This design comes from an exercise in tuning for small area on the open sky130 flow, not from production work.
RTL that was checked went through simulation tests only; none was proved equivalent to the original.
Power and IR drop assume default switching activity.

## P
Design hacodec, start of the top module:
module hacodec (
    input  wire       clk,
    input  wire       rst,
    input  wire       in_valid,
    output wire       in_ready,
    input  wire [7:0] in_data,
    input  wire       in_last,
    output wire       out_valid,
    input  wire       out_ready,
    output reg  [7:0] out_data,
    output wire       out_last
);
    function bcd_ok;
        input [7:0] b;
        bcd_ok = !(b[7] && (b[6] || b[5])) && !(b[3] && (b[2] || b[1]));
    endfunction
    function [11:0] div10;
        input [3:0] c;
        input [7:0] x;
        reg   [4:0] t;
        reg   [3:0] rr;
        reg   [7:0] qq;
        integer     b;
        begin
            rr = c;
            for (b = 7; b >= 0; b = b - 1) begin
                t = {rr, x[b]};
                if (t >= 5'd10) begin
                    qq[b] = 1'b1;
                    rr    = t - 5'd10;
                end else begin
                    qq[b] = 1'b0;
                    rr    = t[3:0];
                end
            end
            div10 = {rr, qq};
        end
    endfunction
  ...
For scale: roughly 200 flip-flops, ~24 I/O pins, ~7800 um2 of cells after synthesis.
export LEC_CHECK = 0
export CAP_MARGIN = 5
export CORE_MARGIN = 2
export CORE_UTILIZATION = 55
export SLEW_MARGIN = 5
create_clock -name core_clock -period 12.0 [get_ports {clk}]
standard.sh (not shown) runs the stock make flow with config.mk's settings and CLKGATE_MAP_FILE= SYNTH_SCRIPT=/design/flow/synth_recipe.tcl, a recipe that flattens the netlist after the stock synthesis.
==> flow/flow/run.sh <==
#!/bin/bash
# Own layout flow: the standard flow (standard.sh), except that synthesis maps the
# logic with an area-oriented ABC script (flow/abc.script) and without full-adder
# extraction; the port buffers are the smallest buffer; clock tree synthesis uses
# clkbuf_8 buffers and no dummy loads. Registers and their names are exactly those
# of the standard synthesis.
set -euo pipefail
W=$(cd "$(dirname "${BASH_SOURCE[0]}")/.." && pwd)
cd "$W"
export FLOW_ABC_SCRIPT="$W/flow/abc.script"
cat flow/abc_proc.tcl synth_recipe.tcl > "$W/area_synth.tcl"
bash standard.sh synth SYNTH_SCRIPT="$W/area_synth.tcl" ADDER_MAP_FILE= > "$W/synth.log" 2>&1
bash standard.sh finish SYNTH_SCRIPT="$W/area_synth.tcl" ADDER_MAP_FILE= BUFFER_PORTS_ARGS="-buffer_cell sky130_fd_sc_hd__buf_1" \
  CTS_ARGS="-sink_clustering_enable -repair_clock_nets -dont_use_dummy_load -buf_list sky130_fd_sc_hd__clkbuf_8" \
  > "$W/layout.log" 2>&1
test -f "$W/out/final.def"
==> flow/flow/abc.script <==
strash
dch -f
amap
strash
dch -f
amap
strash
dch -f
amap
strash
dch -f
amap
strash
dch -f
amap -F 2 -A 6
topo
==> flow/flow/abc_proc.tcl <==
# Area-oriented technology mapping: ORFS's synthesis calls abc with its own script;
# this wrapper swaps in flow/abc.script and leaves every other argument as it is.
proc abc {args} {
  set i [lsearch -exact $args -script]
  if {$i >= 0} {
    set args [lreplace $args $i [expr {$i + 1}] -script $::env(FLOW_ABC_SCRIPT)]
  }
  yosys abc {*}$args
}
## Diff of input files: Q against P
- GPL_TIMING_DRIVEN newly set to 0
--- a/flow/flow/run.sh
+++ b/flow/flow/run.sh
@@ -12,5 +12,5 @@
 bash standard.sh synth SYNTH_SCRIPT="$W/area_synth.tcl" ADDER_MAP_FILE= > "$W/synth.log" 2>&1
 bash standard.sh finish SYNTH_SCRIPT="$W/area_synth.tcl" ADDER_MAP_FILE= BUFFER_PORTS_ARGS="-buffer_cell sky130_fd_sc_hd__buf_1" \
-  CTS_ARGS="-sink_clustering_enable -repair_clock_nets -dont_use_dummy_load -buf_list sky130_fd_sc_hd__clkbuf_8" \
+  CTS_ARGS="-sink_clustering_enable -repair_clock_nets -dont_use_dummy_load -buf_list sky130_fd_sc_hd__clkbuf_8 sky130_fd_sc_hd__clkbuf_16" \
   > "$W/layout.log" 2>&1
 test -f "$W/out/final.def"
## What came out
- Cmp Q vs P: number of cells in the design after placement lower in Q
- Q terminated abnormally: 4_1_cts reported STA-0564.
- Any difference in area after synthesis between P and Q is small enough to ignore.
- In the reports for P and Q, the larger pre-CTS setup slack belongs to P.
- Routability-driven placement congestion ratio in Q is about 1.7% higher than in P
- Comparing P against Q, there is no change at all in number of distinct standard cells referenced by the synthesized netlist.
The inputs of R differ from those of Q as listed below.
--- a/flow/flow/run.sh
+++ b/flow/flow/run.sh
@@ -12,5 +12,5 @@
 bash standard.sh synth SYNTH_SCRIPT="$W/area_synth.tcl" ADDER_MAP_FILE= > "$W/synth.log" 2>&1
 bash standard.sh finish SYNTH_SCRIPT="$W/area_synth.tcl" ADDER_MAP_FILE= BUFFER_PORTS_ARGS="-buffer_cell sky130_fd_sc_hd__buf_1" \
-  CTS_ARGS="-sink_clustering_enable -repair_clock_nets -dont_use_dummy_load -buf_list sky130_fd_sc_hd__clkbuf_8 sky130_fd_sc_hd__clkbuf_16" \
+  CTS_ARGS="-sink_clustering_enable -repair_clock_nets -dont_use_dummy_load -buf_list sky130_fd_sc_hd__clkbuf_8" \
   > "$W/layout.log" 2>&1
 test -f "$W/out/final.def"
--- outcome ---
- Of R and Q, only Q never reached the final stage.
- Q terminated abnormally: 4_1_cts reported STA-0564.
- From Q to R, I/O pin count did not move at all.
- As far as sequential cell area fraction in the yosys report goes, R and Q are indistinguishable; the numbers are identical.
- Reported for R and Q, die extent in y turned out identical to the last digit.
- On number of placed cells counting well taps, R and Q are neck and neck.
- As far as weighted congestion reported at the end of routability-driven placement goes, R and Q are indistinguishable; the numbers are identical.
- Q -> R: effective utilization at floorplan delta 0, exact match
- Diff R..Q | number of flops mapped to enable cells by yosys | unchanged
- ~same instance count of the mapped netlist in R and Q
- Comparing R against Q, there is no change at all in worst slack at placement.
- Any difference in synthesized area between Q and R is small enough to ignore.
- The instance area at placement of Q and that of R are within noise of each other.
Function was not checked in any run of this note: the RTL went through the layout flow alone.

========
## job 3683
hacodec, a different RTL version from the one above (not shown whole).
Size in the first run: ~840 cells after synthesis, ~24 I/O pins, ~7500 µm² of cells after synthesis.
Settings: LEC_CHECK=0, CAP_MARGIN=5, CORE_MARGIN=2, CORE_UTILIZATION=55, GPL_TIMING_DRIVEN=0, SLEW_MARGIN=5; clock period 12.0 ns.
==> flow/flow/run.sh <==
#!/bin/bash
# Own layout flow: the standard flow (standard.sh), except that synthesis maps the
# logic with an area-oriented ABC script (flow/abc.script: SAT-based resynthesis
# with &deepsyn, then area mapping with amap) and without full-adder
# extraction; the port buffers are the smallest buffer; clock tree synthesis uses
# clkbuf_8 buffers and no dummy loads. Registers and their names are exactly those
# of the standard synthesis.
set -euo pipefail
W=$(cd "$(dirname "${BASH_SOURCE[0]}")/.." && pwd)
cd "$W"
export FLOW_ABC_SCRIPT="$W/flow/abc.script"
cat flow/abc_proc.tcl synth_recipe.tcl > "$W/area_synth.tcl"
bash standard.sh synth SYNTH_SCRIPT="$W/area_synth.tcl" ADDER_MAP_FILE= > "$W/synth.log" 2>&1
bash standard.sh finish SYNTH_SCRIPT="$W/area_synth.tcl" ADDER_MAP_FILE= BUFFER_PORTS_ARGS="-buffer_cell sky130_fd_sc_hd__buf_1" \
  CTS_ARGS="-sink_clustering_enable -repair_clock_nets -dont_use_dummy_load -buf_list {sky130_fd_sc_hd__clkbuf_4 sky130_fd_sc_hd__clkbuf_8}" \
  > "$W/layout.log" 2>&1
test -f "$W/out/final.def"
==> flow/flow/abc.script <==
strash
&get -n
&deepsyn -T 60
&put
dch -f
amap
strash
&get -n
&deepsyn -T 60
&put
dch -f
amap
strash
&get -n
&deepsyn -T 60
&put
dch -f
amap
strash
&get -n
&deepsyn -T 60
&put
dch -f
amap -F 2 -A 6
topo
Scripts as last shown in full above: flow/flow/abc_proc.tcl
The following lists how job 1078 was set up differently from job 3683:
# job 3683
export LEC_CHECK = 0
export CAP_MARGIN = 5
export CORE_MARGIN = 2
export CORE_UTILIZATION = 55
export GPL_TIMING_DRIVEN = 0
export SLEW_MARGIN = 5
create_clock -name core_clock -period 12.0 [get_ports {clk}]
# job 1078
export LEC_CHECK = 0
export CAP_MARGIN = 5
export CORE_MARGIN = 2
export CORE_UTILIZATION = 70
export GPL_TIMING_DRIVEN = 0
export SLEW_MARGIN = 5
create_clock -name core_clock -period 12.0 [get_ports {clk}]
diff --git a/flow/flow/run.sh b/flow/flow/run.sh
--- a/flow/flow/run.sh
+++ b/flow/flow/run.sh
@@ -13,5 +13,5 @@
 bash standard.sh synth SYNTH_SCRIPT="$W/area_synth.tcl" ADDER_MAP_FILE= > "$W/synth.log" 2>&1
 bash standard.sh finish SYNTH_SCRIPT="$W/area_synth.tcl" ADDER_MAP_FILE= BUFFER_PORTS_ARGS="-buffer_cell sky130_fd_sc_hd__buf_1" \
-  CTS_ARGS="-sink_clustering_enable -repair_clock_nets -dont_use_dummy_load -buf_list {sky130_fd_sc_hd__clkbuf_4 sky130_fd_sc_hd__clkbuf_8}" \
+  CTS_ARGS="-sink_clustering_enable -repair_clock_nets -dont_use_dummy_load -buf_list sky130_fd_sc_hd__clkbuf_8" \
   > "$W/layout.log" 2>&1
 test -f "$W/out/final.def"
## What came out
Clock power delta (job 1078 -> job 3683): insignificant
The portion of the layout cell area used by clock cells of job 3683 and that of job 1078 are within noise of each other.
Looking at final critical path time including I/O delays and setup across job 3683 and job 1078, the one that comes out higher is job 1078.
Delta (job 1078 minus job 3683): post-placement worst setup slack roughly the same, minimum hold slack saw an increase, number of cells in the design after placement went down 40, final cell area excluding filler cells lost 50 µm².
Note that the tapcell count recorded for job 1078 amounts to 0.77 times the value seen in job 3683.
Worst setup slack came out lower on job 1078 than on job 3683.
Total power on job 1078 is behind job 3683.
> inputs changed (job 1078 -> job 4285)
# job 1078
export LEC_CHECK = 0
export CAP_MARGIN = 5
export CORE_MARGIN = 2
export CORE_UTILIZATION = 70
export GPL_TIMING_DRIVEN = 0
export SLEW_MARGIN = 5
create_clock -name core_clock -period 12.0 [get_ports {clk}]
# job 4285
export LEC_CHECK = 0
export CAP_MARGIN = 5
export CORE_MARGIN = 2
export CORE_UTILIZATION = 55
export GPL_TIMING_DRIVEN = 0
export SLEW_MARGIN = 5
create_clock -name core_clock -period 12.0 [get_ports {clk}]
### Flow results
- In terms of number of endpoints failing setup at the final stage, job 1078 and job 4285 differ only marginally.
- Job 4285 vs job 1078 — global-route usage dropped 8.4 points.
- rem[2]$_DFFE_PP_ as the critical path endpoint was reported by job 4285, and rem[3]$_DFFE_PP_ by job 1078.
- Summary of job 4285 over job 1078: worst hold slack decreased 0.037 ns; total power increased about 1.8%; synthesized cell area essentially unchanged.
- In the tables for job 4285 and job 1078, core area reads lower with job 1078.
- The sequential cell area fraction in the yosys report on job 1078 is in line with that on job 4285.
- Against job 1078 as the reference, job 4285 delivers a higher die boundary width.
- On wire length per cell after detailed routing: job 4285 sits below job 1078.
- met2 demand-to-capacity share in global routing for job 4285: 15 points down relative to job 1078
- Compare job 4285 and job 1078 | wire length higher: job 1078
What job 9011 does differently from job 4285 at the input level:
diff --git a/flow/flow/run.sh b/flow/flow/run.sh
--- a/flow/flow/run.sh
+++ b/flow/flow/run.sh
@@ -1,6 +1,5 @@
 #!/bin/bash
 # Own layout flow: the standard flow (standard.sh), except that synthesis maps the
-# logic with an area-oriented ABC script (flow/abc.script: SAT-based resynthesis
-# with &deepsyn, then area mapping with amap) and without full-adder
+# logic with an area-oriented ABC script (flow/abc.script) and without full-adder
 # extraction; the port buffers are the smallest buffer; clock tree synthesis uses
 # clkbuf_8 buffers and no dummy loads. Registers and their names are exactly those
==> flow/flow/abc.script <==
strash
dch -f
amap
strash
dch -f
amap
strash
dch -f
amap
strash
dch -f
amap
strash
dch -f
amap -F 2 -A 6
topo
--- outcome ---
Re average cell area after synthesis: job 4285 was higher than job 9011. Against job 4285, job 9011 comes in 1.64 ns lower on setup slack. Compared with job 4285, vertical extent of the die in job 9011 increased by a few percent.

-- static timing again, ports no longer ideal --
Ports are ideal in the flow. The routed layouts listed here were re-timed in OpenROAD. Step 1: set_driving_cell puts a clkbuf_16 on clk and a buf_2 on each other input, an assumption about the parent block. Step 2, shift: input delay + t, output delay - t, t = (earliest + latest rising clock arrival at the registers) / 2. This alone moves slack from input paths to output paths. a / b / c = no drivers / after step 1 / after step 2; a / b = the first two.
run	t, ns	setup slack, ns	hold WS [ns]	worst slew at a driven data input, ns
P	0.489	2.419 / 2.419 / 2.419	0.302 / 0.302 / 0.302	0.03
R	0.482	1.231 / 1.196 / 1.678	0.305 / 0.305 / 0.305	0.03
job 3683	0.495	2.846 / 2.846 / 2.846	0.299 / 0.299 / 0.299	0.03
job 1078	0.493	2.563 / 2.563 / 2.563	0.321 / 0.321 / 0.321	0.03
job 4285	0.487	4.127 / 4.127 / 4.127	0.284 / 0.284 / 0.284	0.03
job 9011	0.489	2.484 / 2.484 / 2.484	0.287 / 0.287 / 0.287	0.03
After both steps setup and hold are still met in every run listed.
